From an optimization exercise on the open Yosys and OpenROAD flow, aimed at small area; shortcuts taken in it are not production practice. In this exercise RTL edits were held to simulation tests only and were not proved equivalent to the original. Power is estimated from default activity; no workload was simulated.

$ cat flow/design.v
module dbgseq (
    input  wire        clk,
    input  wire        rst,
    input  wire        bus_en,
    input  wire        bus_we,
    input  wire [1:0]  bus_size,
    input  wire [12:0] bus_addr,
    input  wire [31:0] bus_wdata,
    output reg  [31:0] bus_rdata,
    output reg         bus_err,
    output wire        swclk,
    output wire        swdio_o,
    output wire        swdio_oe,
    input  wire        swdio_i
);
    localparam [31:0]  PARAM1 = 32'h0001023E;
    localparam [7:0] OP_PULSE   = 8'h01;
    localparam [7:0] OP_RDBIT   = 8'h02;
    localparam [7:0] OP_WRBIT   = 8'h03;
    localparam [7:0] OP_SETDIR  = 8'h04;
    localparam [7:0] OP_WRBITS  = 8'h05;
    localparam [7:0] OP_RDBITS  = 8'h06;
    localparam [7:0] OP_PARITY  = 8'h07;
    localparam [7:0] OP_CONNECT = 8'h10;
    localparam [7:0] OP_XFER_RD = 8'h20;
    localparam [7:0] OP_XFER_WR = 8'h21;
    localparam [7:0] OP_DUMP    = 8'h30;
    localparam [2:0] RES_NONE      = 3'd0;
    localparam [2:0] RES_OK        = 3'd1;
    localparam [2:0] RES_FAIL      = 3'd2;
    localparam [2:0] RES_FOUND     = 3'd3;
    localparam [2:0] RES_NOT_FOUND = 3'd4;
    localparam [2:0] RES_CAP       = 3'd5;
    localparam [2:0] SS_WAKE        = 3'd1;
    localparam [2:0] SS_LINE_RESET  = 3'd2;
    localparam [2:0] SS_MODE_SWITCH = 3'd3;
    localparam [2:0] SS_LINE_RESET2 = 3'd4;
    localparam [2:0] SS_ID_REQUEST  = 3'd5;
    localparam [2:0] SS_FOUND       = 3'd6;
    localparam [2:0] SS_NOT_FOUND   = 3'd7;
    localparam [6:0]   ALERT_SEED = 7'd76;
    localparam [7:0]   ACTIVATION = 8'h1A;
    localparam [15:0]  SWITCH_SEQ = 16'hE79E;
    localparam [7:0]   REQ_ID     = 8'hA5;
    localparam [7:0]   REQ_ABORT  = 8'h81;
    localparam [7:0]   REQ_SELECT = 8'hB1;
    localparam [7:0]   REQ_ADDR   = 8'h8B;
    localparam [7:0]   REQ_DATA   = 8'h9F;
    localparam [31:0]  ABORT_VAL  = 32'h0000001E;
    localparam [2:0] K_PULSE = 3'd0;
    localparam [2:0] K_RDB   = 3'd1;
    localparam [2:0] K_WRB   = 3'd2;
    localparam [2:0] K_XRD   = 3'd4;
    localparam [2:0] K_XWR   = 3'd5;
    localparam [2:0] K_CONN  = 3'd6;
    localparam [2:0] K_DUMP  = 3'd7;
    localparam [4:0] Q_PRIM  = 5'd0;    
    localparam [4:0] Q_A0    = 5'd3;    
    localparam [4:0] Q_A1    = 5'd4;
    localparam [4:0] Q_A2    = 5'd5;
    localparam [4:0] Q_A3    = 5'd6;    
    localparam [4:0] Q_WI    = 5'd7;    
    localparam [4:0] Q_ACT   = 5'd8;    
    localparam [4:0] Q_LRH   = 5'd9;    
    localparam [4:0] Q_LRI   = 5'd10;   
    localparam [4:0] Q_MS    = 5'd11;   
    localparam [4:0] Q_REQ   = 5'd12;   
    localparam [4:0] Q_TRN   = 5'd13;   
    localparam [4:0] Q_ACK   = 5'd14;   
    localparam [4:0] Q_RD    = 5'd15;   
    localparam [4:0] Q_RPAR  = 5'd16;   
    localparam [4:0] Q_IDLE  = 5'd17;   
    localparam [4:0] Q_WTRN  = 5'd18;   
    localparam [4:0] Q_WD    = 5'd19;   
    localparam [4:0] Q_WPAR  = 5'd20;   
    localparam [4:0] Q_FTRN  = 5'd21;   
    localparam [4:0] Q_RTRN  = 5'd22;   
    localparam [1:0] TP_FIRST   = 2'd0;
    localparam [1:0] TP_ABORT   = 2'd1;
    localparam [1:0] TP_REISSUE = 2'd2;
    reg        err_cmd;
    reg        err_busy;
    reg        recovered;
    reg [2:0]  result;
    reg [31:0] wdata_q;
    reg [31:0] rdata;
    reg [31:0] dlen_q;
    reg [31:0] idcode_q;
    reg        z_wd, z_dl, z_id;
    wire [31:0] wdata  = z_wd ? 32'b0 : wdata_q;
    wire [31:0] dlen   = z_dl ? 32'b0 : dlen_q;
    wire [31:0] idcode = z_id ? 32'b0 : idcode_q;
    reg [10:0] acks;
    reg [5:0]  dcount;       
    reg [31:0] ring [0:15];
    reg [3:0]  rot;
    reg        swp;          
    reg        swclk_q;
    reg        dir_q;
    reg        sdo_q;
    reg [31:0] cyccnt;
    reg [2:0]  sstate;
    reg        busy;         
    reg        done;         
    reg [4:0]  seq;
    reg [5:0]  cnt;
    reg [2:0]  op;
    reg [7:0]  arg;          
    reg [31:0] sh;           
    reg [1:0]  tph;
    reg [8:0]  tack;         
    reg        trpar;        
    reg        par;          
    reg        rec_any;
    reg        ok_q;
    reg [2:0]  dstep;        
    reg [4:0]  wc;           
    reg        bwe;          
    wire hbusy = busy | done;
    wire ph = ~swclk_q;
    assign swclk    = swclk_q;
    assign swdio_oe = dir_q;
    assign swdio_o  = sdo_q;
    wire        is_reg    = (bus_addr < 13'h030);
    wire        is_buf    = (bus_addr >= 13'h1000) && (bus_addr < 13'h1040);
    wire        reg_ok    = is_reg && (bus_size == 2'd2) && (bus_addr[1:0] == 2'b00);
    wire        buf_ok    = is_buf && !bus_we &&
                            ((bus_size == 2'd0) || ((bus_size == 2'd2) && (bus_addr[1:0] == 2'b00)));
    wire        acc_ok    = reg_ok || buf_ok;
    wire        reg_wr    = bus_en && bus_we && reg_ok;
    wire [7:0]  c_op = bus_wdata[7:0];
    wire [7:0]  c_b  = bus_wdata[15:8];
    wire [5:0]  c_n  = bus_wdata[21:16];
    reg         c_legal;
    always @(*) begin
        c_legal = 1'b0;
        if (bus_wdata[31:22] == 10'b0) begin
            case (c_op)
                OP_PULSE, OP_RDBIT, OP_PARITY, OP_CONNECT, OP_DUMP:
                    c_legal = (bus_wdata[21:8] == 14'b0);
                OP_WRBIT, OP_SETDIR:
                    c_legal = (bus_wdata[21:9] == 13'b0);
                OP_WRBITS, OP_RDBITS:
                    c_legal = (c_b == 8'b0) && (c_n >= 6'd1) && (c_n <= 6'd32);
                OP_XFER_RD, OP_XFER_WR:
                    c_legal = (c_n == 6'b0);
                default:
                    c_legal = 1'b0;
            endcase
        end
    end
    wire cmd_wr      = reg_wr && (bus_addr[5:2] == 4'h0);
    wire cmd_accept  = cmd_wr && !hbusy && c_legal;
    wire cap_exceed  = |dlen[31:6];
    wire do_setdir   = cmd_accept && (c_op == OP_SETDIR);
    wire do_parity   = cmd_accept && (c_op == OP_PARITY);
    wire do_capfail  = cmd_accept && (c_op == OP_DUMP) && cap_exceed;
    wire eng_start   = cmd_accept && !(c_op == OP_SETDIR) && !(c_op == OP_PARITY) &&
                       !((c_op == OP_DUMP) && cap_exceed);
    wire       is_tx   = op[2];
    wire       tx_rd   = (op == K_XRD) || (op == K_CONN) || ((op == K_DUMP) && dstep[2:1] != 2'b00 && dstep != 3'd2);
    wire       tx_recov = (op != K_CONN);
    reg [7:0]  cur_req;
    always @(*) begin
        if (tph == TP_ABORT)
            cur_req = REQ_ABORT;
        else if (!op[1])
            cur_req = arg;
        else if (!op[0])
            cur_req = REQ_ID;
        else case (dstep)
            3'd0:    cur_req = REQ_ABORT;
            3'd1:    cur_req = REQ_SELECT;
            3'd2:    cur_req = REQ_ADDR;
            default: cur_req = REQ_DATA;
        endcase
    end
    wire       pay_const = (tph == TP_ABORT) || ((op == K_DUMP) && (dstep[1:0] != 2'd2));
    wire       pay_cval  = (tph == TP_ABORT || dstep[1:0] == 2'd0) ? ABORT_VAL[cnt[4:0]] : 1'b0;
    wire       pay_bit   = pay_const ? pay_cval : sh[cnt[4:0]];
    wire      alert_bit = sh[0] ^ sh[3] ^ sh[5] ^ sh[6];
    reg [5:0] seg_len;
    reg       cyc_dir;
    reg       cyc_wr;
    reg       cyc_rd;
    reg       cyc_bit;
    always @(*) begin
        seg_len = 6'd1;
        cyc_dir = 1'b1;
        cyc_wr  = 1'b1;
        cyc_rd  = 1'b0;
        cyc_bit = 1'b0;
        case (seq)
            Q_PRIM:  begin seg_len = {1'b0, arg[4:0]} + 6'd1; cyc_dir = dir_q;
                           cyc_wr = (op == K_WRB); cyc_rd = (op == K_RDB); cyc_bit = sh[cnt[4:0]]; end
            Q_A0:    begin seg_len = 6'd32; cyc_bit = alert_bit; end
            Q_A1:    begin seg_len = 6'd32; cyc_bit = alert_bit; end
            Q_A2:    begin seg_len = 6'd32; cyc_bit = alert_bit; end
            Q_A3:    begin seg_len = 6'd32; cyc_bit = alert_bit; end
            Q_WI:    begin seg_len = 6'd4;  cyc_bit = 1'b0; end
            Q_ACT:   begin seg_len = 6'd8;  cyc_bit = ACTIVATION[cnt[2:0]]; end
            Q_LRH:   begin seg_len = 6'd62; cyc_bit = 1'b1; end
            Q_LRI:   begin seg_len = 6'd2;  cyc_bit = 1'b0; end
            Q_MS:    begin seg_len = 6'd16; cyc_bit = SWITCH_SEQ[cnt[3:0]]; end
            Q_REQ:   begin seg_len = 6'd8;  cyc_bit = cur_req[cnt[2:0]]; end
            Q_TRN:   begin seg_len = 6'd1;  cyc_dir = 1'b0; cyc_wr = 1'b0; end
            Q_ACK:   begin seg_len = 6'd3;  cyc_dir = 1'b0; cyc_wr = 1'b0; cyc_rd = 1'b1; end
            Q_RD:    begin seg_len = 6'd32; cyc_dir = 1'b0; cyc_wr = 1'b0; cyc_rd = 1'b1; end
            Q_RPAR:  begin seg_len = 6'd1;  cyc_dir = 1'b0; cyc_wr = 1'b0; cyc_rd = 1'b1; end
            Q_IDLE:  begin seg_len = 6'd4;  cyc_bit = 1'b0; end
            Q_WTRN:  begin seg_len = 6'd1;  cyc_dir = 1'b0; cyc_wr = 1'b0; end
            Q_WD:    begin seg_len = 6'd32; cyc_bit = pay_bit; end
            Q_WPAR:  begin seg_len = 6'd1;  cyc_bit = par; end
            Q_FTRN:  begin seg_len = 6'd1;  cyc_dir = 1'b0; cyc_wr = 1'b0; end
            Q_RTRN:  begin seg_len = 6'd1;  cyc_dir = 1'b0; cyc_wr = 1'b0; end
            default: begin seg_len = 6'd1;  cyc_dir = dir_q; cyc_wr = 1'b0; end
        endcase
    end
    wire       seg_last = (cnt == seg_len - 6'd1);
    reg  [2:0] ack;
    always @(*) begin
        case (tph)
            TP_FIRST: ack = tack[2:0];
            TP_ABORT: ack = tack[5:3];
            default:  ack = tack[8:6];
        endcase
    end
    wire       ack_ok   = (ack == 3'b001);
    wire [2:0] ack_sh   = {swdio_i, ack[2:1]};
    wire [4:0] need     = {1'b0, arg[5:2]} + {4'b0, |arg[1:0]};
    wire [6:0] wbytes   = {wc, 2'b00};
    wire [5:0] fail_cnt = (wbytes < {1'b0, arg[5:0]}) ? wbytes[5:0] : arg[5:0];
    wire       st_win = busy && (seq == Q_IDLE) && (tph != TP_ABORT) && (op == K_DUMP) &&
                        (dstep == 3'd4) && !swp;
    wire       st_now = st_win && (wc[2:0] == ~rot[2:0]);
    wire       st_at0 = st_now && (wc[3] == ~rot[3]);
    wire       st_at8 = st_now && (wc[3] == rot[3]);
    wire [31:0] sh_sw = {sh[7:0], sh[15:8], sh[23:16], sh[31:24]};
    integer i;
    always @(posedge clk) begin
        for (i = 1; i < 16; i = i + 1)
            if (i != 8) ring[i] <= ring[i-1];
        ring[0] <= st_at0 ? sh_sw : ring[15];
        ring[8] <= st_at8 ? sh_sw : ring[7];
        rot     <= rst ? 4'd0 : rot + 4'd1;
    end
    task start_tx;
        begin
            seq   <= Q_REQ;
            tph   <= TP_FIRST;
            tack  <= 9'b0;
            trpar <= 1'b0;
        end
    endtask
    task finish;
        input ok;
        begin
            busy <= 1'b0;
            done <= 1'b1;
            ok_q <= ok;
        end
    endtask
    task tx_end;
        input ok;
        begin
            if (op == K_CONN) begin
                finish(ok);
                sstate <= ok ? SS_FOUND : SS_NOT_FOUND;
            end else if (op != K_DUMP) begin
                finish(ok);
            end else if (!ok) begin
                finish(1'b0);
            end else if (dstep != 3'd4) begin
                if (dstep == 3'd3 && need == 5'd0)
                    finish(1'b1);
                else begin
                    dstep <= dstep + 3'd1;
                    start_tx;
                end
            end else begin
                bwe <= 1'b1;
                if (wc + 5'd1 == need)
                    finish(1'b1);
                else
                    start_tx;
            end
        end
    endtask
    always @(posedge clk)
        cyccnt <= rst ? 32'b0 : cyccnt + {31'b0, busy & ph};
    always @(posedge clk) begin
        done <= 1'b0;
        bwe  <= 1'b0;
        if (rst) begin
            swclk_q <= 1'b1;
            dir_q   <= 1'b0;
            sdo_q   <= 1'b0;
            sstate  <= 3'd0;
            busy    <= 1'b0;
            swp     <= 1'b0;
        end else if (!busy) begin
            if (bwe) begin
                wc  <= wc + 5'd1;
                swp <= 1'b0;
            end
            if (do_setdir)
                dir_q <= c_b[0];
            if (eng_start) begin
                busy    <= 1'b1;
                cnt     <= 6'd0;
                rec_any <= 1'b0;
                dstep   <= 3'd0;
                wc      <= 5'd0;
                sh      <= (c_op == OP_RDBIT || c_op == OP_RDBITS) ? 32'b0 :
                           (c_op == OP_CONNECT) ? {25'b0, ALERT_SEED} :
                           {wdata[31:1], (c_op == OP_WRBIT) ? c_b[0] : wdata[0]};
                case (c_op)
                    OP_PULSE:   begin op <= K_PULSE; seq <= Q_PRIM; arg <= 8'd0; end
                    OP_RDBIT:   begin op <= K_RDB;   seq <= Q_PRIM; arg <= 8'd0; end
                    OP_RDBITS:  begin op <= K_RDB;   seq <= Q_PRIM; arg <= {2'b0, c_n - 6'd1}; end
                    OP_WRBIT:   begin op <= K_WRB;   seq <= Q_PRIM; arg <= 8'd0; end
                    OP_WRBITS:  begin op <= K_WRB;   seq <= Q_PRIM; arg <= {2'b0, c_n - 6'd1}; end
                    OP_CONNECT: begin op <= K_CONN;  seq <= Q_A0; sstate <= SS_WAKE; end
                    OP_XFER_RD: begin op <= K_XRD;   arg <= c_b; start_tx; end
                    OP_XFER_WR: begin op <= K_XWR;   arg <= c_b; start_tx; end
                    default:    begin op <= K_DUMP;  arg <= {2'b0, dlen[5:0]}; start_tx; end
                endcase
            end
        end else if (!ph) begin
            if (bwe) begin
                wc  <= wc + 5'd1;
                swp <= 1'b0;
            end
            if (st_now) begin
                sh  <= st_at0 ? ring[15] : ring[7];
                swp <= 1'b1;
            end
            swclk_q <= 1'b0;
            dir_q   <= cyc_dir;
            if (cyc_wr)
                sdo_q <= cyc_bit;
            if (seq == Q_REQ)
                par <= 1'b0;
            if (seq == Q_A0 || seq == Q_A1 || seq == Q_A2 || seq == Q_A3)
                sh[6:0] <= {sh[5:0], alert_bit};
            if (seq == Q_ACK) begin
                case (tph)
                    TP_FIRST: tack[2:0] <= ack_sh;
                    TP_ABORT: tack[5:3] <= ack_sh;
                    default:  tack[8:6] <= ack_sh;
                endcase
            end else if (cyc_rd && seq != Q_RPAR)
                sh[cnt[4:0]] <= swdio_i;
            if (seq == Q_RD || seq == Q_WD || seq == Q_RPAR || seq == Q_WPAR)
                par <= par ^ (cyc_rd ? swdio_i : cyc_bit);
            if (seq == Q_RPAR)
                trpar <= swdio_i;
        end else begin
            if (st_now) begin
                sh  <= st_at0 ? ring[15] : ring[7];
                swp <= 1'b1;
            end
            swclk_q <= 1'b1;
            if (!seg_last) begin
                cnt <= cnt + 6'd1;
            end else begin
                cnt <= 6'd0;
                case (seq)
                    Q_PRIM: finish(1'b1);
                    Q_A0:  seq <= Q_A1;
                    Q_A1:  seq <= Q_A2;
                    Q_A2:  seq <= Q_A3;
                    Q_A3:  seq <= Q_WI;
                    Q_WI:  seq <= Q_ACT;
                    Q_ACT: begin
                        seq    <= Q_LRH;
                        sstate <= SS_LINE_RESET;
                    end
                    Q_LRH: seq <= Q_LRI;
                    Q_LRI: begin
                        if (sstate == SS_LINE_RESET) begin
                            seq    <= Q_MS;
                            sstate <= SS_MODE_SWITCH;
                        end else begin
                            sstate <= SS_ID_REQUEST;
                            start_tx;
                        end
                    end
                    Q_MS: begin
                        seq    <= Q_LRH;
                        sstate <= SS_LINE_RESET2;
                    end
                    Q_REQ: seq <= Q_TRN;
                    Q_TRN: seq <= Q_ACK;
                    Q_ACK: begin
                        if (tph == TP_ABORT)
                            seq <= Q_WTRN;
                        else if (ack_ok)
                            seq <= tx_rd ? Q_RD : Q_WTRN;
                        else if (tph == TP_FIRST && tx_recov) begin
                            seq     <= Q_RTRN;
                            rec_any <= 1'b1;
                        end else
                            seq <= Q_FTRN;
                    end
                    Q_RTRN: begin
                        seq <= Q_REQ;
                        tph <= TP_ABORT;
                    end
                    Q_RD:   seq <= Q_RPAR;
                    Q_RPAR: seq <= Q_IDLE;
                    Q_WTRN: seq <= Q_WD;
                    Q_WD:   seq <= Q_WPAR;
                    Q_WPAR: seq <= Q_IDLE;
                    Q_IDLE: begin
                        if (tph == TP_ABORT) begin
                            seq <= Q_REQ;
                            tph <= TP_REISSUE;
                        end else
                            tx_end(1'b1);
                    end
                    Q_FTRN: begin
                        dir_q <= 1'b1;    
                        tx_end(1'b0);
                    end
                    default: finish(1'b1);
                endcase
            end
        end
    end
    always @(posedge clk) begin
        if (rst) begin
            err_cmd   <= 1'b0;
            err_busy  <= 1'b0;
            recovered <= 1'b0;
            result    <= RES_NONE;
            z_wd      <= 1'b1;
            rdata     <= 32'b0;
            z_dl      <= 1'b1;
            z_id      <= 1'b1;
            acks      <= 11'b0;
            dcount    <= 6'b0;
        end else begin
            if (reg_wr) begin
                case (bus_addr[5:2])
                    4'h0: begin  
                        if (hbusy)
                            err_busy <= 1'b1;
                        else if (!c_legal)
                            err_cmd <= 1'b1;
                    end
                    4'h1: begin  
                        if (bus_wdata[1]) err_cmd  <= 1'b0;
                        if (bus_wdata[2]) err_busy <= 1'b0;
                    end
                    4'h2: begin wdata_q <= bus_wdata; z_wd <= 1'b0; end
                    4'h4: begin dlen_q  <= bus_wdata; z_dl <= 1'b0; end
                    default: ;
                endcase
            end
            if (do_setdir) begin
                result    <= RES_NONE;
                recovered <= 1'b0;
            end
            if (do_parity) begin
                result    <= RES_NONE;
                recovered <= 1'b0;
                rdata     <= {31'b0, ^wdata};
            end
            if (do_capfail) begin
                result    <= RES_CAP;
                recovered <= 1'b0;
                dcount    <= 6'b0;
            end
            if (done) begin
                if (!is_tx) begin
                    result    <= RES_NONE;
                    recovered <= 1'b0;
                    if (op == K_RDB)
                        rdata <= sh;
                end else begin
                    acks <= {par, trpar, tack};
                    if (op == K_CONN) begin
                        result    <= ok_q ? RES_FOUND : RES_NOT_FOUND;
                        recovered <= 1'b0;
                        idcode_q  <= sh;
                        z_id      <= !ok_q;
                    end else begin
                        result    <= ok_q ? RES_OK : RES_FAIL;
                        recovered <= rec_any;
                        if (ok_q && op == K_XRD)
                            rdata <= sh;
                        if (op == K_DUMP)
                            dcount <= ok_q ? arg[5:0] : fail_cnt;
                    end
                end
            end
        end
    end
    wire [31:0] status = {21'b0, sstate, 1'b0, result, recovered, err_busy, err_cmd, hbusy};
    wire [31:0] pins   = {29'b0, sdo_q, dir_q, swclk_q};
    reg [31:0] reg_rd;
    always @(*) begin
        case (bus_addr[5:2])
            4'h0:    reg_rd = 32'b0;
            4'h1:    reg_rd = status;
            4'h2:    reg_rd = wdata;
            4'h3:    reg_rd = rdata;
            4'h4:    reg_rd = dlen;
            4'h5:    reg_rd = idcode;
            4'h6:    reg_rd = {21'b0, acks};
            4'h7:    reg_rd = {26'b0, dcount};
            4'h8:    reg_rd = cyccnt;
            4'h9:    reg_rd = pins;
            4'hA:    reg_rd = 32'd64;
            default: reg_rd = PARAM1;
        endcase
    end
    wire [3:0]  buf_at   = bus_addr[5:2] + rot;
    reg  [31:0] rq [0:3];
    integer j;
    always @(*) begin
        for (j = 0; j < 4; j = j + 1)
            case (buf_at[1:0])
                2'd0: rq[j] = ring[4*j];
                2'd1: rq[j] = ring[4*j+1];
                2'd2: rq[j] = ring[4*j+2];
                default: rq[j] = ring[4*j+3];
            endcase
    end
    reg [31:0] rsel;
    always @(*) begin
        case (buf_at[3:2])
            2'd0: rsel = rq[0];
            2'd1: rsel = rq[1];
            2'd2: rsel = rq[2];
            default: rsel = rq[3];
        endcase
    end
    wire [31:0] buf_word = (swp && bus_addr[5:2] == wc[3:0]) ? sh : rsel;
    reg  [7:0]  buf_byte;
    always @(*) begin
        case (bus_addr[1:0])
            2'd0:    buf_byte = buf_word[7:0];
            2'd1:    buf_byte = buf_word[15:8];
            2'd2:    buf_byte = buf_word[23:16];
            default: buf_byte = buf_word[31:24];
        endcase
    end
    always @(posedge clk) begin
        if (bus_en) begin
            bus_err <= !acc_ok;
            if (!bus_addr[12])
                bus_rdata <= reg_rd;
            else
                bus_rdata <= {buf_word[31:8] & {24{bus_size[1]}}, buf_byte};
        end
    end
endmodule
$ cat flow/flow/run.sh
#!/bin/bash
# The standard layout (standard.sh, standard synthesis included) with two
# changes passed to ORFS through its own variables:
#  - clock tree: sink clusters of up to 20 registers within 70 um, and no
#    dummy loads on the leaf buffers
#  - port buffers: sky130_fd_sc_hd__buf_1 instead of the delay buffer
# make's full output goes to flow_make.log; each ORFS step also keeps its
# own log under orfs/logs/.
set -euo pipefail
export CTS_ARGS="-sink_clustering_enable -repair_clock_nets -dont_use_dummy_load -sink_clustering_size 20 -sink_clustering_max_diameter 70"
export BUFFER_PORTS_ARGS="-buffer_cell sky130_fd_sc_hd__buf_1"
bash standard.sh > flow_make.log 2>&1
$ cat flow/standard.sh
#!/bin/bash
# synth_recipe.tcl (not shown) runs the flow's synth.tcl, then flattens the netlist and writes it again
# the make line also repeats each setting of config.mk as NAME=value (left out here)
make -C /OpenROAD-flow-scripts/flow DESIGN_CONFIG=/design/flow/config.mk WORK_HOME=/design/flow/orfs CLKGATE_MAP_FILE= SYNTH_SCRIPT=/design/flow/synth_recipe.tcl "${@:-finish}"
$ cat flow/config.mk
export PLATFORM = sky130hd
export DESIGN_NAME = dbgseq
export DESIGN_NICKNAME = dbgseq
export VERILOG_FILES = /design/flow/design.v
export SDC_FILE = /design/flow/constraint.sdc
export NUM_CORES = 4
export LEC_CHECK = 0
export CAP_MARGIN = 20
export CORE_MARGIN = 2
export CORE_UTILIZATION = 40
export SLEW_MARGIN = 20
$ cat flow/constraint.sdc
create_clock -name core_clock -period 10.0 [get_ports {clk}]
set_input_delay 2.0000 -clock core_clock [delete_from_list [all_inputs] [get_ports {clk}]]
set_output_delay 2.0000 -clock core_clock [all_outputs]
set_load 0.01 [all_outputs]
==> results.py, run 1 <==
metrics = {
    "outcome": {
        "status": "finished clean",
    },
    "die": {
        "initial_core_util": 0.4048,
        "die_h_um": 290.0,
        "fp.dieW_um": 290.0,
        "fp-row-count": 104,
        "die_area_mm2": 0.08408,
        "ios": 88,
        "coreArea_mm2": 0.08081,
    },
    "setup_path": {
        "start_kind": "primary input",
        "worst-setup-path-type": "in2reg",
        "cp_max_fo": 22,
        "arrival_ps": 5810,
        "worstPathRequired_ps": 10240,
        "cp-end-kind": "register",
    },
    "placed_design": {
        "numPortBuffers": 87,
        "dp_hpwl_um": 71970,
        "place_congestion": 0.9778,
    },
    "drt": {
        "ant_nets": 0,
        "routedWlPerCell_um": 27.08,
        "drt-total-wl_um": 102400,
        "viasPerCell": 6.112,
        "drc": 0,
        "drtPass1Iterations": 9,
        "routed-via-count": 23120,
        "dr.first_iter.drc_count": 2674,
    },
    "worst_hold_path": {
        "hold_class": "reg2reg",
    },
    "finish": {
        "num-nets-final": 2805,
        "area_growth_pct": 8.381,
        "num-fill-cells": 7367,
        "drive_gt1_frac": 0.1319,
    },
    "synth": {
        "ys_seq_area_frac": 0.5661,
        "synth_area_leaders": "dfxtp_1, edfxtp_1, mux4_2",
        "syn_inst": 2719,
        "synth_area_per_cell_um2": 12.03,
        "synthFlopType": "dfxtp_1",
        "synth_most_common_cell": "dfxtp_1",
        "yosysWarnings": 3,
        "synth_common_cells": "dfxtp_1, edfxtp_1, nor2_1, nand2_1, clkbuf_1",
        "post-synth-top-area-cell": "dfxtp_1",
        "netlist_area_mm2": 0.03271,
        "synth_nets": 2801,
        "yosys.area.top_type_share": 0.3770,
        "ys_types": 84,
        "synth-edff-count": 206,
        "synth_seq_cells": 822,
        "synthArstFlopShare": 0,
    },
    "sta": {
        "grt_setup_unrepaired": "false",
        "setup-tns-final_ps": 0,
        "hold_viol": 0,
        "worst_slew_margin_rel": 0.2358,
        "setup_viol": 0,
        "post-route-min-period_ps": 5571,
        "max_freq_mhz": 179.5,
        "period_share": 0.5571,
        "worstMarginPinSlew_ps": 1144,
        "skew_ps": 77.72,
        "slew_violations": 0,
    },
    "pwr": {
        "leakage_nw": 12.36,
        "power_mw": 5.804,
        "power_density_mw_per_mm2": 163.7,
        "peakVddDrop_mv": 0.1092,
    },
    "global_route": {
        "grt.total_usage": 0.2386,
        "grt-ovfl-total": 0,
        "grt_first_pass_wirelength_um": 152700,
        "antenna_found_initial": 4,
        "grt_start_max_net_pins": 129,
        "grt_pass1_vias": 22750,
    },
    "clock_tree": {
        "cts_tree": "built",
        "numClockSinks": 822,
        "clockBufferDepth": 3,
        "root_buffer": "clkbuf_16",
        "htreeDepth": 2,
        "post_cts_buffers": 0,
        "numCtsBuffers": 51,
        "holdBufCountCts": 0,
        "clk_pin_slew_worst_paths_ps": 80,
        "post_cts_resized": 0,
        "worstSkewPairLatency_ps": 650,
    },
    "flow_run": {
        "drv_cap": 0,
    },
}
-- registers in the layout (all words and copies together) (netlist names), 4 cells and up --
signal	flops
rot	4
dcount	6
wc	5
cnt	6
bus_rdata	32
arg	8
idcode_q	32
cyccnt	32
seq	5
acks	11
tack	9
wdata_q	32
dlen_q	32
ring	512
rdata	32
sh	32
-- layer usage --
metal,vias up,wire [um],part of all wire,GRT usage
met4,2,3172,0.031,0.06745
met2,1114,45350,0.44,0.3669
met1,11720,44540,0.43,0.3435
met5,-,13,0.00013,0
li1,10100,-,-,-
met3,182,9354,0.091,0.04473
-- metrics by stage --
step           instance area, um2    util  hold slack [ps]  setup WS, ps  std cells
2_1_floorplan               32710       -            325.9          4059       2719
3_3_place_gp                34160  0.4227            327.0          3943       3729
3_5_place_dp                34170  0.4229            331.8          3860       3730
4_1_cts                     35450  0.4387            291.5          4464       3781
5_1_grt                     35450  0.4387            296.0          4138       3781
6_report                    35450  0.4387            302.0          4429       3782
-- layout make-up --
class	count	area (um2)	area share
Sequential cell	822	18520	0.5224
Multi-Input combinational cell	1660	13410	0.3784
Tap cell	1060	1326	0.03741
Clock buffer	51	1276	0.03600
Timing Repair Buffer	135	714.4	0.02015
Inverter	53	198.9	0.005612
Antenna cell	1	2.502	0.00007059
-- cell families (layout without fill, tap and decap cells) --
kind of cell,Yosys count,count (layout),share of synthesized area
xor+xnor,111,111,0.02972
mux,300,300,0.1475
other cells,0,1,0
flops,822,822,0.5661
compound gates,552,552,0.1163
buf+inv,237,239,0.02800
simple gates,667,667,0.1006
fa+ha+maj,30,30,0.01171
-- worst paths after layout --
kind         cells past startpoint  slack, ps          from           end
max                             11       4430   bus_addr[0]        tph[0]
min                              0        300  ring[12][13]  ring[13][13]
max reg2reg                      9       5660        seq[1]       tack[0]
min reg2reg                      0        300  ring[12][13]  ring[13][13]
-- worst max-delay path, cell delays in order --
cell	delay, ps
buf_1	70
buf_4	210
or4b_4	600
a2111oi_4	350
nand4_2	250
or4_4	480
o32ai_4	260
nand2_4	120
a21oi_1	690
nand2_1	290
nor4_1	480
-- power breakdown --
| part | switching, mW | internal, mW | leakage (nW) |
|---|---|---|---|
| Combinational | 0.270 | 0.139 | 4.86 |
| Sequential | 0.0134 | 3.41 | 6.88 |
| Clock | 1.07 | 0.902 | 0.628 |
| Total | 1.36 | 4.45 | 12.4 |
-- layout by cell type (no fill, tap or decap), types with 17 or more instances in the layout --
master	n
inv_1	52
xnor2_1	59
nor2b_1	63
a22oi_1	47
nor2_1	189
o22ai_1	40
buf_1	85
and3_1	18
mux2i_1	88
o21ai_0	99
nand2b_1	24
edfxtp_1	206
nand3_1	53
clkbuf_16	51
buf_4	45
a222oi_1	33
nand2_1	160
nor4_1	22
mux2_2	73
nor3_1	29
a221oi_1	29
a21oi_1	119
xor2_1	49
nand4_1	17
mux4_2	138
ha_1	28
a211oi_1	82
dfxtp_1	616
==> run 2, diff against run 1 <==
--- a/flow/design.v
+++ b/flow/design.v
@@ -109,10 +109,10 @@
     reg [31:0] sh;           
     reg [1:0]  tph;
     reg [8:0]  tack;         
+    wire       ok_q = (tack[2:0] == 3'b001) | (tack[8:6] == 3'b001);
     reg        trpar;        
     reg        par;          
     reg        rec_any;
-    reg        ok_q;
     reg [2:0]  dstep;        
     reg [4:0]  wc;           
     reg        bwe;          
@@ -228,8 +228,7 @@
     wire       ack_ok   = (ack == 3'b001);
     wire [2:0] ack_sh   = {swdio_i, ack[2:1]};
     wire [4:0] need     = {1'b0, arg[5:2]} + {4'b0, |arg[1:0]};
-    wire [6:0] wbytes   = {wc, 2'b00};
-    wire [5:0] fail_cnt = (wbytes < {1'b0, arg[5:0]}) ? wbytes[5:0] : arg[5:0];
+    wire [5:0] fail_cnt = {wc[3:0], 2'b00};
     wire       st_win = busy && (seq == Q_IDLE) && (tph != TP_ABORT) && (op == K_DUMP) &&
                         (dstep == 3'd4) && !swp;
     wire       st_now = st_win && (wc[2:0] == ~rot[2:0]);
@@ -257,7 +256,6 @@
         begin
             busy <= 1'b0;
             done <= 1'b1;
-            ok_q <= ok;
         end
     endtask
     task tx_end;
==> results.py, run 2 <==
metrics = {
    "outcome": {
        "status": "finished clean",
    },
    "clock_tree": {
        "root_buffer": "clkbuf_16",
        "worstSkewPairLatency_ps": 650,
        "numCtsBuffers": 51,
        "holdBufCountCts": 0,
        "numClockSinks": 821,
        "post_cts_resized": 0,
        "htreeDepth": 2,
        "clockBufferDepth": 3,
        "post_cts_buffers": 0,
        "clk_pin_slew_worst_paths_ps": 80,
        "cts_tree": "built",
    },
    "synth": {
        "ys_types": 86,
        "synth_seq_cells": 821,
        "ys_seq_area_frac": 0.5671,
        "synth_nets": 2845,
        "synth_area_per_cell_um2": 11.78,
        "synthArstFlopShare": 0,
        "post-synth-top-area-cell": "dfxtp_1",
        "synth_most_common_cell": "dfxtp_1",
        "syn_inst": 2767,
        "yosys.area.top_type_share": 0.3783,
        "synth-edff-count": 205,
        "synthFlopType": "dfxtp_1",
        "netlist_area_mm2": 0.03260,
        "synth_area_leaders": "dfxtp_1, edfxtp_1, mux4_2",
        "yosysWarnings": 3,
        "synth_common_cells": "dfxtp_1, nand2_1, nor2_1, edfxtp_1, a21oi_1",
    },
    "setup_path": {
        "cp-end-kind": "register",
        "worstPathRequired_ps": 10360,
        "cp_max_fo": 48,
        "rrSetupSlack_ps": 5420,
        "cp.buffers_inverters": 3,
        "cp_cell_sequence": "buf_1, buf_4, ha_4, fa_4, buf_4, mux4_2, nand2_1, a21oi_1, a2111oi_0, a31oi_1, o21ai_0, a21oi_1",
        "path_delay_family": "compound AO/OA/AOI/OAI gates",
        "crit_path_top_delay_cell": "fa_4",
        "start_kind": "primary input",
        "worst-setup-path-type": "in2reg",
        "arrival_ps": 5940,
        "slowest_delay_ps": 970,
    },
    "sta": {
        "worst_slew_margin_rel": 0.2286,
        "skew_ps": 84.29,
        "setup-tns-final_ps": 0,
        "period_share": 0.5584,
        "worstMarginPinSlew_ps": 1154,
        "setup_viol": 0,
        "worst_slack_ps": 4416,
        "grt_setup_unrepaired": "false",
        "whs_ps": 313.8,
        "post-route-min-period_ps": 5584,
        "hold_viol": 0,
        "slew_violations": 0,
        "max_freq_mhz": 179.1,
    },
    "global_route": {
        "antenna_found_initial": 4,
        "grt.total_usage": 0.2479,
        "grt_start_max_net_pins": 76,
        "grt-ovfl-total": 0,
        "grt_pass1_vias": 23180,
        "grt_first_pass_wirelength_um": 155200,
    },
    "finish": {
        "num-fill-cells": 7416,
        "area_growth_pct": 8.512,
        "largest_reg_flops": 512,
        "finalNonFillerCells": 3836,
        "final_cell_mix": "dfxtp_1, nand2_1, nor2_1, edfxtp_1, a21oi_1",
        "final_common_cell": "dfxtp_1",
        "num-nets-final": 2856,
        "antenna_cells": 0,
        "drive_gt1_frac": 0.1246,
        "regMostFlops": "ring",
    },
    "placed_design": {
        "place_congestion": 0.9467,
        "pre_cts_slack_ps": 3761,
        "placedCellCount": 3784,
        "numPortBuffers": 87,
        "dp_hpwl_um": 75070,
    },
    "die": {
        "coreArea_mm2": 0.08055,
        "ios": 88,
        "die_area_mm2": 0.08380,
        "die_h_um": 289.5,
        "initial_core_util": 0.4047,
        "fp.dieW_um": 289.5,
        "fp-row-count": 104,
    },
    "worst_hold_path": {
        "hold_class": "reg2reg",
    },
    "drt": {
        "routed-via-count": 23580,
        "routedWlPerCell_um": 27.46,
        "viasPerCell": 6.147,
        "drc": 0,
        "ant_nets": 0,
        "dr.first_iter.drc_count": 2876,
        "drt-total-wl_um": 105400,
        "drtPass1Iterations": 7,
    },
    "pwr": {
        "power_density_mw_per_mm2": 163.6,
        "leakage_nw": 12.26,
        "p_sw_frac": 0.2343,
        "internal_power_mw": 4.431,
        "power.share.sequential": 0.590,
        "p_clk_frac": 0.341,
        "p_switching_mw": 1.356,
        "peakVddDrop_mv": 0.1393,
        "power_mw": 5.787,
        "pwr-share-comb": 0.069,
    },
    "flow_run": {
        "drv_cap": 0,
    },
}
-- run 2: cell count changes after synthesis, moves of 14 or more --
cell	before	now
a211oi_1	82	18
a21oi_1	120	161
a221oi_1	29	43
a31oi_1	14	30
a32oi_1	4	19
nand2_1	161	226
nor2_1	194	209
nor2b_1	63	22
-- run 2: final timing paths --
kind	from	to	cells after the start
min	ring[11][16]	ring[12][16]	0
max reg2reg	seq[0]	tack[0]	9
max	bus_addr[2]	bus_rdata[5]	12
min reg2reg	ring[11][16]	ring[12][16]	0
-- run 2: final cells by class --
| class | instances | area (um2) | area share |
|---|---|---|---|
| Multi-Input combinational cell | 1707 | 13340 | 0.3771 |
| Inverter | 58 | 217.7 | 0.006154 |
| Tap cell | 1060 | 1326 | 0.03749 |
| Timing Repair Buffer | 139 | 728.2 | 0.02058 |
| Clock buffer | 51 | 1276 | 0.03608 |
| Sequential cell | 821 | 18490 | 0.5226 |
-- run 2: through the flow --
step,utilization,cell area [um2]
2_1_floorplan,-,32600
3_3_place_gp,0.4230,34070
3_5_place_dp,0.4230,34080
4_1_cts,0.4389,35350
5_1_grt,0.4392,35380
6_report,0.4392,35380
-- run 2: logic make-up after synthesis --
group / share of synthesized area
fa+ha+maj: 0.01021
mux: 0.1432
flops: 0.5671
buf+inv: 0.02852
compound gates: 0.1200
simple gates: 0.1027
xor+xnor: 0.02821
-- run 2: layer usage --
layer  share of wire  track usage  vias up
met1            0.43       0.3507    11930
li1                -            -    10290
met3           0.089      0.04496      180
met4           0.033      0.07655        6
met2            0.45       0.3866     1177
met5         0.00038            0        -
-- run 2: power by group through the flow --
stage | sequential (mW) | clock (mW) | combinational (mW)
global placement | 3.49 | 0 | 0.396
global route | 3.42 | 2.11 | 0.425
CTS | 3.41 | 1.99 | 0.399
floorplan | 3.49 | 0 | 0.249
detailed placement | 3.49 | 0 | 0.398
finish | 3.41 | 1.97 | 0.400
==> run 3, diff against run 2 <==
==> flow/flow/run.sh (replaced) <==
#!/bin/bash
# The standard layout (standard.sh, standard synthesis included) with two
# changes passed to ORFS through its own variables:
#  - clock tree: sink clusters of up to 34 registers within 75 um, and no
#    dummy loads on the leaf buffers
#  - port buffers: sky130_fd_sc_hd__buf_1 instead of the delay buffer
# make's full output goes to flow_make.log; each ORFS step also keeps its
# own log under orfs/logs/.
set -euo pipefail
export CTS_ARGS="-sink_clustering_enable -repair_clock_nets -dont_use_dummy_load -sink_clustering_size 34 -sink_clustering_max_diameter 75"
export BUFFER_PORTS_ARGS="-buffer_cell sky130_fd_sc_hd__buf_1"
bash standard.sh > flow_make.log 2>&1
--- a/flow/config.mk
+++ b/flow/config.mk
@@ -7,5 +7,6 @@
 export LEC_CHECK = 0
 export CAP_MARGIN = 20
 export CORE_MARGIN = 2
-export CORE_UTILIZATION = 40
+export CORE_UTILIZATION = 65
+export PLACE_DENSITY = 0.85
 export SLEW_MARGIN = 20
==> results.py, run 3 <==
metrics = {
    "synth": {
        "synthFlopType": "dfxtp_1",
        "synth_nets": 2845,
        "synth_most_common_cell": "dfxtp_1",
        "ys_types": 86,
        "yosysWarnings": 3,
        "post-synth-top-area-cell": "dfxtp_1",
        "synth_area_leaders": "dfxtp_1, edfxtp_1, mux4_2",
        "synthArstFlopShare": 0,
        "yosys.area.top_type_share": 0.3783,
        "syn_inst": 2767,
        "netlist_area_mm2": 0.03260,
        "synth_common_cells": "dfxtp_1, nand2_1, nor2_1, edfxtp_1, a21oi_1",
        "synth-edff-count": 205,
        "ys_seq_area_frac": 0.5671,
        "synth_seq_cells": 821,
        "synth_area_per_cell_um2": 11.78,
    },
    "setup_path": {
        "crit_end": "bus_rdata[3]",
        "rrSetupSlack_ps": 5280,
        "cp_cell_sequence": "buf_1, buf_4, ha_4, fa_4, buf_4, mux4_2, mux4_2, a221o_1, a21oi_1, a311oi_1",
        "start_kind": "primary input",
        "cp_max_fo": 66,
        "arrival_ps": 6330,
        "cp-end-kind": "register",
        "reg2reg_depth": 8,
        "worst-setup-path-type": "in2reg",
        "r2r_start": "rot[0]",
        "crit_path_top_delay_cell": "fa_4",
        "slowest_delay_ps": 1460,
        "startpoint": "bus_addr[2]",
        "worstPathRequired_ps": 10300,
        "rr_endpoint": "bus_rdata[3]",
    },
    "clock_tree": {
        "post_cts_buffers": 0,
        "numClockSinks": 821,
        "worstSkewPairLatency_ps": 620,
        "htreeDepth": 2,
        "holdBufCountCts": 0,
        "root_buffer": "clkbuf_16",
        "numCtsBuffers": 37,
        "post_cts_resized": 0,
        "clockBufferDepth": 3,
        "cts_tree": "built",
        "clk_pin_slew_worst_paths_ps": 110,
    },
    "finish": {
        "regMostFlops": "ring",
        "utilization": 0.6918,
        "largest_reg_flops": 512,
        "final_area_mm2": 0.03450,
        "area_growth_pct": 5.811,
        "final_common_cell": "dfxtp_1",
        "num-nets-final": 2836,
        "final_cell_mix": "dfxtp_1, nand2_1, nor2_1",
        "drive_gt1_frac": 0.1172,
        "finalNonFillerCells": 3430,
    },
    "drt": {
        "ant_nets": 0,
        "drt-total-wl_um": 100500,
        "routed-via-count": 24400,
        "drtPass1Iterations": 9,
        "drc": 0,
        "dr.first_iter.drc_count": 3816,
        "routedWlPerCell_um": 29.29,
        "viasPerCell": 7.115,
    },
    "worst_hold_path": {
        "hold_class": "reg2reg",
    },
    "die": {
        "initial_core_util": 0.6538,
        "die_h_um": 228.0,
        "fp-row-count": 82,
        "fp.dieW_um": 228.0,
        "die_area_mm2": 0.05196,
        "ios": 88,
        "coreArea_mm2": 0.04986,
    },
    "placed_design": {
        "dpl_cell_area_mm2": 0.03352,
        "place_congestion": 0.9982,
        "numPortBuffers": 87,
        "placedCellCount": 3388,
        "dp_hpwl_um": 70020,
    },
    "global_route": {
        "grt_start_max_net_pins": 129,
        "grt-ovfl-total": 0,
        "grt.total_usage": 0.3818,
        "grt_pass1_vias": 24000,
        "antenna_found_initial": 4,
        "grt_first_pass_wirelength_um": 150500,
    },
    "sta": {
        "setup-tns-final_ps": 0,
        "post-route-min-period_ps": 6025,
        "worst_slew_margin_rel": 0.2795,
        "grt_setup_unrepaired": "false",
        "hold_viol": 0,
        "period_share": 0.6025,
        "max_freq_mhz": 166.0,
        "worstMarginPinSlew_ps": 1077,
        "skew_ps": 93.09,
        "setup_viol": 0,
        "slew_violations": 0,
    },
    "pwr": {
        "pwr-share-comb": 0.073,
        "power_density_mw_per_mm2": 158.6,
        "p_switching_mw": 1.271,
        "leakage_nw": 12.07,
        "power.share.sequential": 0.624,
        "peakVddDrop_mv": 0.1537,
        "p_sw_frac": 0.2323,
        "p_clk_frac": 0.302,
        "internal_power_mw": 4.200,
    },
    "outcome": {
        "status": "finished clean",
    },
    "flow_run": {
        "drv_cap": 0,
    },
}
==> run 3: cell counts after synthesis <==
Identical to the previous run, type by type.
==> run 3: stage by stage <==
step	setup slack, ps	total power, mW	hold WS, ps
4_1_cts	4070	5.455	317.9
2_1_floorplan	2969	3.735	325.9
5_1_grt	3784	5.580	331.3
6_report	3975	5.472	325.2
3_3_place_gp	3524	3.871	327.2
3_5_place_dp	3448	3.877	331.6
==> run 3: how the worst min path moves through the flow <==
stage                 start      endpoint  slack [ps]  depth (start not counted)
5_1_grt          ring[6][1]    ring[7][1]         330                          0
4_1_cts          ring[6][1]    ring[7][1]         320                          0
6_report         ring[6][1]    ring[7][1]         330                          0
3_5_place_dp   ring[14][31]  ring[15][31]         330                          0
2_1_floorplan   ring[10][0]   ring[11][0]         330                          0
3_3_place_gp   ring[14][10]  ring[15][10]         330                          0
==> run 3: cell type report <==
type                            count  area (um2)
Antenna cell                        2       5.005
Clock buffer                       37       925.9
Fill cell                        3509       15370
Inverter                           58       217.7
Multi-Input combinational cell   1707       13310
Sequential cell                   821       18490
Tap cell                          672       840.8
Timing Repair Buffer              133       706.9
==> run 3: logic make-up after synthesis <==
family,share of synthesized area
flip-flops,0.5671
adder cells (fa/ha/maj),0.01021
buffers and inverters,0.02852
AND/OR/NAND/NOR,0.1027
multiplexers,0.1432
AO/OA/AOI/OAI,0.1200
XOR/XNOR,0.02821
==> run 3: power by group through the flow <==
stage | clock (mW) | combinational [mW] | sequential (mW)
floorplan | 0 | 0.249 | 3.49
global placement | 0 | 0.382 | 3.49
detailed placement | 0 | 0.387 | 3.49
CTS | 1.65 | 0.389 | 3.42
global route | 1.75 | 0.415 | 3.42
finish | 1.65 | 0.401 | 3.42
==> run 3: metal layers <==
metal  up-vias  part of all wire  GRT usage
met5         -           0.00014          0
met1     11890              0.36     0.5062
li1      10260                 -          -
met3       363              0.13    0.09450
met4         2             0.056     0.1955
met2      1886              0.45     0.5884
==> run 3: critical path, delay by kind of cell <==
family | cells | cell delay, ps
AOI/OAI and AO/OA | 3 | 530
buffers and inverters | 3 | 1140
muxes | 2 | 870
adders and majority gates | 2 | 1660
==> run 4, diff against run 3 <==
==> flow/flow/run.sh (replaced) <==
#!/bin/bash
# The standard layout (standard.sh, standard synthesis included) with two
# changes passed to ORFS through its own variables:
#  - clock tree: sink clusters of up to 28 registers within 80 um, and no
#    dummy loads on the leaf buffers
#  - port buffers: sky130_fd_sc_hd__buf_1 instead of the delay buffer
# make's full output goes to flow_make.log; each ORFS step also keeps its
# own log under orfs/logs/.
set -euo pipefail
export CTS_ARGS="-sink_clustering_enable -repair_clock_nets -dont_use_dummy_load -sink_clustering_size 28 -sink_clustering_max_diameter 80"
export BUFFER_PORTS_ARGS="-buffer_cell sky130_fd_sc_hd__buf_1"
bash standard.sh > flow_make.log 2>&1
--- a/flow/config.mk
+++ b/flow/config.mk
@@ -7,6 +7,6 @@
 export LEC_CHECK = 0
 export CAP_MARGIN = 20
 export CORE_MARGIN = 2
-export CORE_UTILIZATION = 65
-export PLACE_DENSITY = 0.85
+export CORE_UTILIZATION = 55
+export PLACE_DENSITY = 0.75
 export SLEW_MARGIN = 20
==> results.py, run 4 <==
metrics = {
    "outcome": {
        "status": "finished clean",
    },
    "sta": {
        "grt_setup_unrepaired": "false",
        "setup-tns-final_ps": 0,
        "skew_ps": 86.50,
        "hold_viol": 0,
        "period_share": 0.5471,
        "whs_ps": 290.7,
        "max_freq_mhz": 182.8,
        "worstMarginPinSlew_ps": 1060,
        "post-route-min-period_ps": 5471,
        "worst_slew_margin_rel": 0.2892,
        "slew_violations": 0,
        "setup_viol": 0,
    },
    "setup_path": {
        "worst-setup-path-type": "in2reg",
        "reg2reg_depth": 11,
        "worstPathRequired_ps": 10480,
        "cp_max_fo": 69,
        "rr_endpoint": "tack[2]",
        "rrSetupSlack_ps": 5510,
        "arrival_ps": 5950,
        "r2r_start": "seq[0]",
        "cp-end-kind": "register",
        "start_kind": "primary input",
    },
    "pwr": {
        "leakage_nw": 12.06,
        "internal_power_mw": 4.230,
        "power.share.sequential": 0.621,
        "power_density_mw_per_mm2": 159.1,
        "peakVddDrop_mv": 0.1865,
        "pwr-share-comb": 0.071,
        "p_clk_frac": 0.309,
        "p_sw_frac": 0.2321,
        "p_switching_mw": 1.278,
    },
    "finish": {
        "antenna_cells": 0,
        "regMostFlops": "ring",
        "drive_gt1_frac": 0.1181,
        "final_common_cell": "dfxtp_1",
        "multiInputGateArea_mm2": 0.01332,
        "largest_reg_flops": 512,
        "ff_latch_area_mm2": 0.01849,
        "final_cell_mix": "dfxtp_1, nand2_1, edfxtp_1",
        "area_growth_pct": 6.160,
        "num-fill-cells": 4681,
        "num-nets-final": 2833,
    },
    "drt": {
        "drc": 0,
        "viasPerCell": 6.726,
        "drtPass1Iterations": 8,
        "ant_nets": 0,
        "drt-total-wl_um": 99940,
        "routedWlPerCell_um": 28.34,
        "routed-via-count": 23720,
        "dr.first_iter.drc_count": 3421,
    },
    "worst_hold_path": {
        "min_from": "ring[13][25]",
        "hold_depth": 0,
        "holdPathEnd": "ring[14][25]",
        "hold_class": "reg2reg",
    },
    "synth": {
        "post-synth-top-area-cell": "dfxtp_1",
        "synth_area_per_cell_um2": 11.78,
        "ys_types": 86,
        "synth_compound_area_frac": 0.1200,
        "synth_seq_cells": 821,
        "synthArstFlopShare": 0,
        "synth_mux_area_frac": 0.1432,
        "yosys.area.top_type_share": 0.3783,
        "synth_xor_area_frac": 0.02821,
        "syn_inst": 2767,
        "synth_most_common_cell": "dfxtp_1",
        "synth_area_leaders": "dfxtp_1, edfxtp_1, mux4_2",
        "synth-edff-count": 205,
        "synth_top_family_by_area": "multiplexers",
        "netlist_area_mm2": 0.03260,
        "synth-simple-area-share": 0.1027,
        "synth_adder_area_share": 0.01021,
        "synth_common_cells": "dfxtp_1, nand2_1, nor2_1, edfxtp_1, a21oi_1",
        "synth_nets": 2845,
        "yosysWarnings": 3,
        "ys_seq_area_frac": 0.5671,
        "synthFlopType": "dfxtp_1",
    },
    "placed_design": {
        "dp_hpwl_um": 70720,
        "place_congestion": 0.9752,
        "numPortBuffers": 87,
    },
    "die": {
        "fp.dieW_um": 247.5,
        "coreArea_mm2": 0.05880,
        "die_area_mm2": 0.06124,
        "fp-row-count": 89,
        "ios": 88,
        "die_h_um": 247.5,
        "initial_core_util": 0.5545,
    },
    "clock_tree": {
        "holdBufCountCts": 0,
        "numClockSinks": 821,
        "post_cts_resized": 0,
        "cts_tree": "built",
        "clockBufferDepth": 3,
        "numCtsBuffers": 39,
        "clk_pin_slew_worst_paths_ps": 100,
        "htreeDepth": 2,
        "root_buffer": "clkbuf_16",
        "worstSkewPairLatency_ps": 620,
        "post_cts_buffers": 0,
    },
    "global_route": {
        "antenna_found_initial": 3,
        "grt_first_pass_wirelength_um": 147300,
        "grt-ovfl-total": 0,
        "grt_start_max_net_pins": 83,
        "grt_pass1_vias": 22700,
        "grt.total_usage": 0.3233,
    },
    "flow_run": {
        "drv_cap": 0,
    },
}
[run 4: cell counts after synthesis]
Identical to the previous run, type by type.
[run 4: logic make-up after synthesis]
| family | Yosys count |
|---|---|
| flops | 821 |
| simple gates | 714 |
| compound gates | 579 |
| mux | 283 |
| buf+inv | 239 |
| xor+xnor | 105 |
| fa+ha+maj | 26 |
[run 4: layer usage]
| layer | GRT usage | part of all wire | vias up |
|---|---|---|---|
| met5 | 0 | 0.00061 | - |
| li1 | - | - | 10240 |
| met3 | 0.06639 | 0.11 | 286 |
| met4 | 0.1337 | 0.047 | 4 |
| met2 | 0.5031 | 0.45 | 1518 |
| met1 | 0.4433 | 0.39 | 11670 |
[run 4: stage by stage]
step	utilization	power (mW)	std cells	setup WS, ps	cell area (um2)
finish	0.5886	5.508	3526	4529	34610
global placement	0.5717	3.871	3487	4045	33620
global route	0.5886	5.638	3526	4304	34610
detailed placement	0.5718	3.876	3487	3905	33620
floorplan	-	3.735	2767	2969	32600
CTS	0.5884	5.515	3526	4465	34600
[run 4: cell type report]
type | instances | area share
inverter | 58 | 0.006290
tap | 773 | 0.02795
sequential | 821 | 0.5342
multi-input combinational | 1707 | 0.3849
timing repair buffer | 128 | 0.01847
clock buffer | 39 | 0.02820
[run 4: how the worst max path moves through the flow]
stage / from / to / depth (start not counted)
global placement: bus_addr[2] / bus_rdata[4] / 12
floorplan: bus_addr[12] / wdata_q[0] / 5
finish: bus_addr[2] / bus_rdata[6] / 11
global route: bus_addr[2] / bus_rdata[2] / 12
detailed placement: bus_addr[0] / tack[1] / 11
CTS: bus_addr[0] / tack[2] / 11
[run 4: worst max-delay path, stage by stage]
cell and delay, ps:
buf_1 70, buf_4 220, ha_4 210, fa_4 870, buf_4 750, mux4_2 380, nand2_1 60, a32oi_1 510
o21ai_0 310, a21oi_1 300, a21o_1 180
[run 4: power by group through the flow]
| stage | Combinational, mW | Clock (mW) | Sequential [mW] |
|---|---|---|---|
| 3_3_place_gp | 0.378 | 0 | 3.49 |
| 4_1_cts | 0.385 | 1.71 | 3.42 |
| 5_1_grt | 0.408 | 1.81 | 3.42 |
| 2_1_floorplan | 0.249 | 0 | 3.49 |
| 6_report | 0.388 | 1.70 | 3.42 |
| 3_5_place_dp | 0.383 | 0 | 3.49 |
==> run 5, diff against run 4 <==
--- a/flow/design.v
+++ b/flow/design.v
@@ -109,10 +109,10 @@
     reg [31:0] sh;           
     reg [1:0]  tph;
     reg [8:0]  tack;         
-    wire       ok_q = (tack[2:0] == 3'b001) | (tack[8:6] == 3'b001);
     reg        trpar;        
     reg        par;          
     reg        rec_any;
+    reg        ok_q;
     reg [2:0]  dstep;        
     reg [4:0]  wc;           
     reg        bwe;          
@@ -228,7 +228,8 @@
     wire       ack_ok   = (ack == 3'b001);
     wire [2:0] ack_sh   = {swdio_i, ack[2:1]};
     wire [4:0] need     = {1'b0, arg[5:2]} + {4'b0, |arg[1:0]};
-    wire [5:0] fail_cnt = {wc[3:0], 2'b00};
+    wire [6:0] wbytes   = {wc, 2'b00};
+    wire [5:0] fail_cnt = (wbytes < {1'b0, arg[5:0]}) ? wbytes[5:0] : arg[5:0];
     wire       st_win = busy && (seq == Q_IDLE) && (tph != TP_ABORT) && (op == K_DUMP) &&
                         (dstep == 3'd4) && !swp;
     wire       st_now = st_win && (wc[2:0] == ~rot[2:0]);
@@ -256,6 +257,7 @@
         begin
             busy <= 1'b0;
             done <= 1'b1;
+            ok_q <= ok;
         end
     endtask
     task tx_end;
--- a/flow/config.mk
+++ b/flow/config.mk
@@ -7,6 +7,5 @@
 export LEC_CHECK = 0
 export CAP_MARGIN = 20
 export CORE_MARGIN = 2
-export CORE_UTILIZATION = 55
-export PLACE_DENSITY = 0.75
+export CORE_UTILIZATION = 40
 export SLEW_MARGIN = 20
==> results.py, run 5 <==
metrics = {
    "outcome": {
        "status": "finished clean",
    },
    "synth": {
        "synth_most_common_cell": "dfxtp_1",
        "yosysWarnings": 3,
        "synthFlopType": "dfxtp_1",
        "synth_area_per_cell_um2": 12.03,
        "yosys.area.top_type_share": 0.3770,
        "synth_nets": 2801,
        "synth_seq_cells": 822,
        "synth_common_cells": "dfxtp_1, edfxtp_1, nor2_1, nand2_1, clkbuf_1",
        "post-synth-top-area-cell": "dfxtp_1",
        "synth_area_leaders": "dfxtp_1, edfxtp_1, mux4_2",
        "syn_inst": 2719,
        "ys_types": 84,
        "synthArstFlopShare": 0,
        "synth-edff-count": 206,
        "netlist_area_mm2": 0.03271,
        "ys_seq_area_frac": 0.5661,
    },
    "finish": {
        "antenna_cells": 0,
        "final_common_cell": "dfxtp_1",
        "regMostFlops": "ring",
        "area_growth_pct": 7.471,
        "largest_reg_flops": 512,
        "final_cell_mix": "dfxtp_1, edfxtp_1, nor2_1",
        "num-fill-cells": 7391,
        "drive_gt1_frac": 0.1284,
        "num-nets-final": 2794,
    },
    "sta": {
        "hold_viol": 0,
        "worst_slew_margin_rel": 0.2215,
        "slew_violations": 0,
        "setup-tns-final_ps": 0,
        "skew_ps": 75.86,
        "max_freq_mhz": 177.4,
        "post-route-min-period_ps": 5638,
        "grt_setup_unrepaired": "false",
        "worst_slack_ps": 4362,
        "setup_viol": 0,
        "worstMarginPinSlew_ps": 1168,
        "period_share": 0.5638,
    },
    "worst_hold_path": {
        "hold_class": "reg2reg",
        "hold_depth": 0,
        "min_from": "ring[2][16]",
        "holdPathEnd": "ring[3][16]",
    },
    "setup_path": {
        "r2r_start": "seq[1]",
        "path_delay_family": "simple AND/OR/NAND/NOR gates",
        "worstPathRequired_ps": 10210,
        "cp_max_fo": 22,
        "rrSetupSlack_ps": 5650,
        "worst-setup-path-type": "in2reg",
        "cp.buffers_inverters": 2,
        "cp-end-kind": "register",
        "arrival_ps": 5850,
        "start_kind": "primary input",
        "cp_cell_sequence": "buf_1, buf_4, or4b_4, a2111oi_4, nand4_2, or4_4, o32ai_4, nand2_4, a21oi_1, nand2_1, nor4_1",
        "rr_endpoint": "tack[0]",
        "slowest_delay_ps": 700,
        "reg2reg_depth": 10,
        "crit_path_top_delay_cell": "a21oi_1",
    },
    "clock_tree": {
        "post_cts_resized": 0,
        "root_buffer": "clkbuf_16",
        "numCtsBuffers": 39,
        "clockBufferDepth": 3,
        "holdBufCountCts": 0,
        "clk_pin_slew_worst_paths_ps": 100,
        "cts_tree": "built",
        "post_cts_buffers": 0,
        "worstSkewPairLatency_ps": 620,
        "numClockSinks": 822,
        "htreeDepth": 2,
    },
    "drt": {
        "routedWlPerCell_um": 27.03,
        "drtPass1Iterations": 8,
        "drt-total-wl_um": 101900,
        "viasPerCell": 6.096,
        "dr.first_iter.drc_count": 2519,
        "drc": 0,
        "ant_nets": 0,
        "routed-via-count": 22980,
    },
    "global_route": {
        "grt-ovfl-total": 0,
        "top_usage_layer": "met2",
        "grt.total_usage": 0.2376,
        "met2_usage": 0.3654,
        "grt_first_pass_wirelength_um": 151900,
        "antenna_found_initial": 4,
        "grt_pass1_vias": 22580,
        "grt_start_max_net_pins": 129,
        "grtUsageMet3": 0.04710,
        "use_met1": 0.3413,
    },
    "die": {
        "initial_core_util": 0.4048,
        "coreArea_mm2": 0.08081,
        "fp.dieW_um": 290.0,
        "die_area_mm2": 0.08408,
        "ios": 88,
        "die_h_um": 290.0,
        "fp-row-count": 104,
    },
    "pwr": {
        "leakage_nw": 12.22,
        "peakVddDrop_mv": 0.09635,
        "power_density_mw_per_mm2": 158.1,
    },
    "placed_design": {
        "numPortBuffers": 87,
        "place_congestion": 0.9778,
        "dp_hpwl_um": 71970,
        "pre_cts_slack_ps": 3860,
    },
    "flow_run": {
        "drv_cap": 0,
    },
}
## run 5: kinds of logic after synthesis
| kind of cell | share of synthesized area |
|---|---|
| muxes | 0.1475 |
| xor gates and xnor gates | 0.02972 |
| adders and majority gates | 0.01171 |
| buffers and inverters | 0.02800 |
| and+or+nand+nor | 0.1006 |
| AOI/OAI and AO/OA | 0.1163 |
| DFF | 0.5661 |
## run 5: worst max-delay path by stage
stage	from	to	slack (ps)	cells after the start
after global placement	bus_addr[2]	bus_rdata[2]	3940	12
after floorplan	bus_addr[7]	sh[0]	4060	7
final	bus_addr[0]	tph[0]	4360	11
after global routing	bus_addr[0]	tph[1]	4110	11
after detailed placement	bus_addr[0]	tph[1]	3860	11
after CTS	bus_addr[0]	tph[0]	4430	11
## run 5: stage by stage
stage	power, mW	area, um2	utilization	std cells	hold slack (ps)
final	5.559	35150	0.4350	3770	295.6
after global routing	5.724	35150	0.4350	3770	287.3
after CTS	5.575	35150	0.4350	3769	288.9
after detailed placement	3.906	34170	0.4229	3730	331.8
after global placement	3.905	34160	0.4227	3729	327.0
after floorplan	3.763	32710	-	2719	325.9
## run 5: layout make-up
cell class / instances / area, um2 / share of cell area
sequential: 822 / 18520 / 0.5268
timing repair buffer: 136 / 719.4 / 0.02047
multi-input combinational: 1660 / 13410 / 0.3816
tap: 1060 / 1326 / 0.03773
clock buffer: 39 / 975.9 / 0.02776
inverter: 53 / 198.9 / 0.005659
## run 5: power by group
part | switching, mW | total, mW | internal [mW] | leakage (nW)
clock network | 1.03 | 1.73 | 0.702 | 0.481
registers | 0.0134 | 3.42 | 3.41 | 6.88
logic | 0.270 | 0.409 | 0.139 | 4.86
total | 1.31 | 5.56 | 4.25 | 12.2
## run 5: routing by layer
metal	routed length [um]	vias up
met5	13	-
met4	3065	2
met3	9617	164
met2	45140	1124
met1	44090	11600
li1	-	10090

## afterwards: timing with drivers on the ports
Ports are ideal in the flow. The routed layouts listed here were re-timed in OpenROAD. Step 1, drivers: a clkbuf_16 drives clk and a buf_2 each remaining input, both assumed. Step 2 also shifts input and output timing later by t, the mid clock arrival at the registers, as if the neighbouring blocks saw the same clock. Three values: ideal, step 1, step 2; two values: the first two.
run | t (ns) | setup slack, ns | worst hold slack (ns) | latest minus earliest clock arrival (ns) | worst register clock-pin slew, ns
run 1 | 0.677 | 4.429 / 4.474 / 3.797 | 0.302 / 0.302 / 0.302 | 0.079 / 0.078 | 0.09 / 0.09
run 2 | 0.671 | 4.416 / 4.459 / 3.788 | 0.314 / 0.314 / 0.314 | 0.087 / 0.087 | 0.09 / 0.09
run 3 | 0.635 | 3.975 / 4.019 / 3.383 | 0.325 / 0.325 / 0.325 | 0.094 / 0.093 | 0.12 / 0.12
run 4 | 0.639 | 4.529 / 4.569 / 3.930 | 0.291 / 0.291 / 0.291 | 0.087 / 0.087 | 0.11 / 0.11
run 5 | 0.650 | 4.362 / 4.406 / 3.756 | 0.296 / 0.296 / 0.296 | 0.076 / 0.076 | 0.12 / 0.12
After both steps setup and hold are still met in every run listed. For run 1, which loses most, drivers alone change the setup slack by +0.045 ns; drivers and shift together by -0.632 ns.
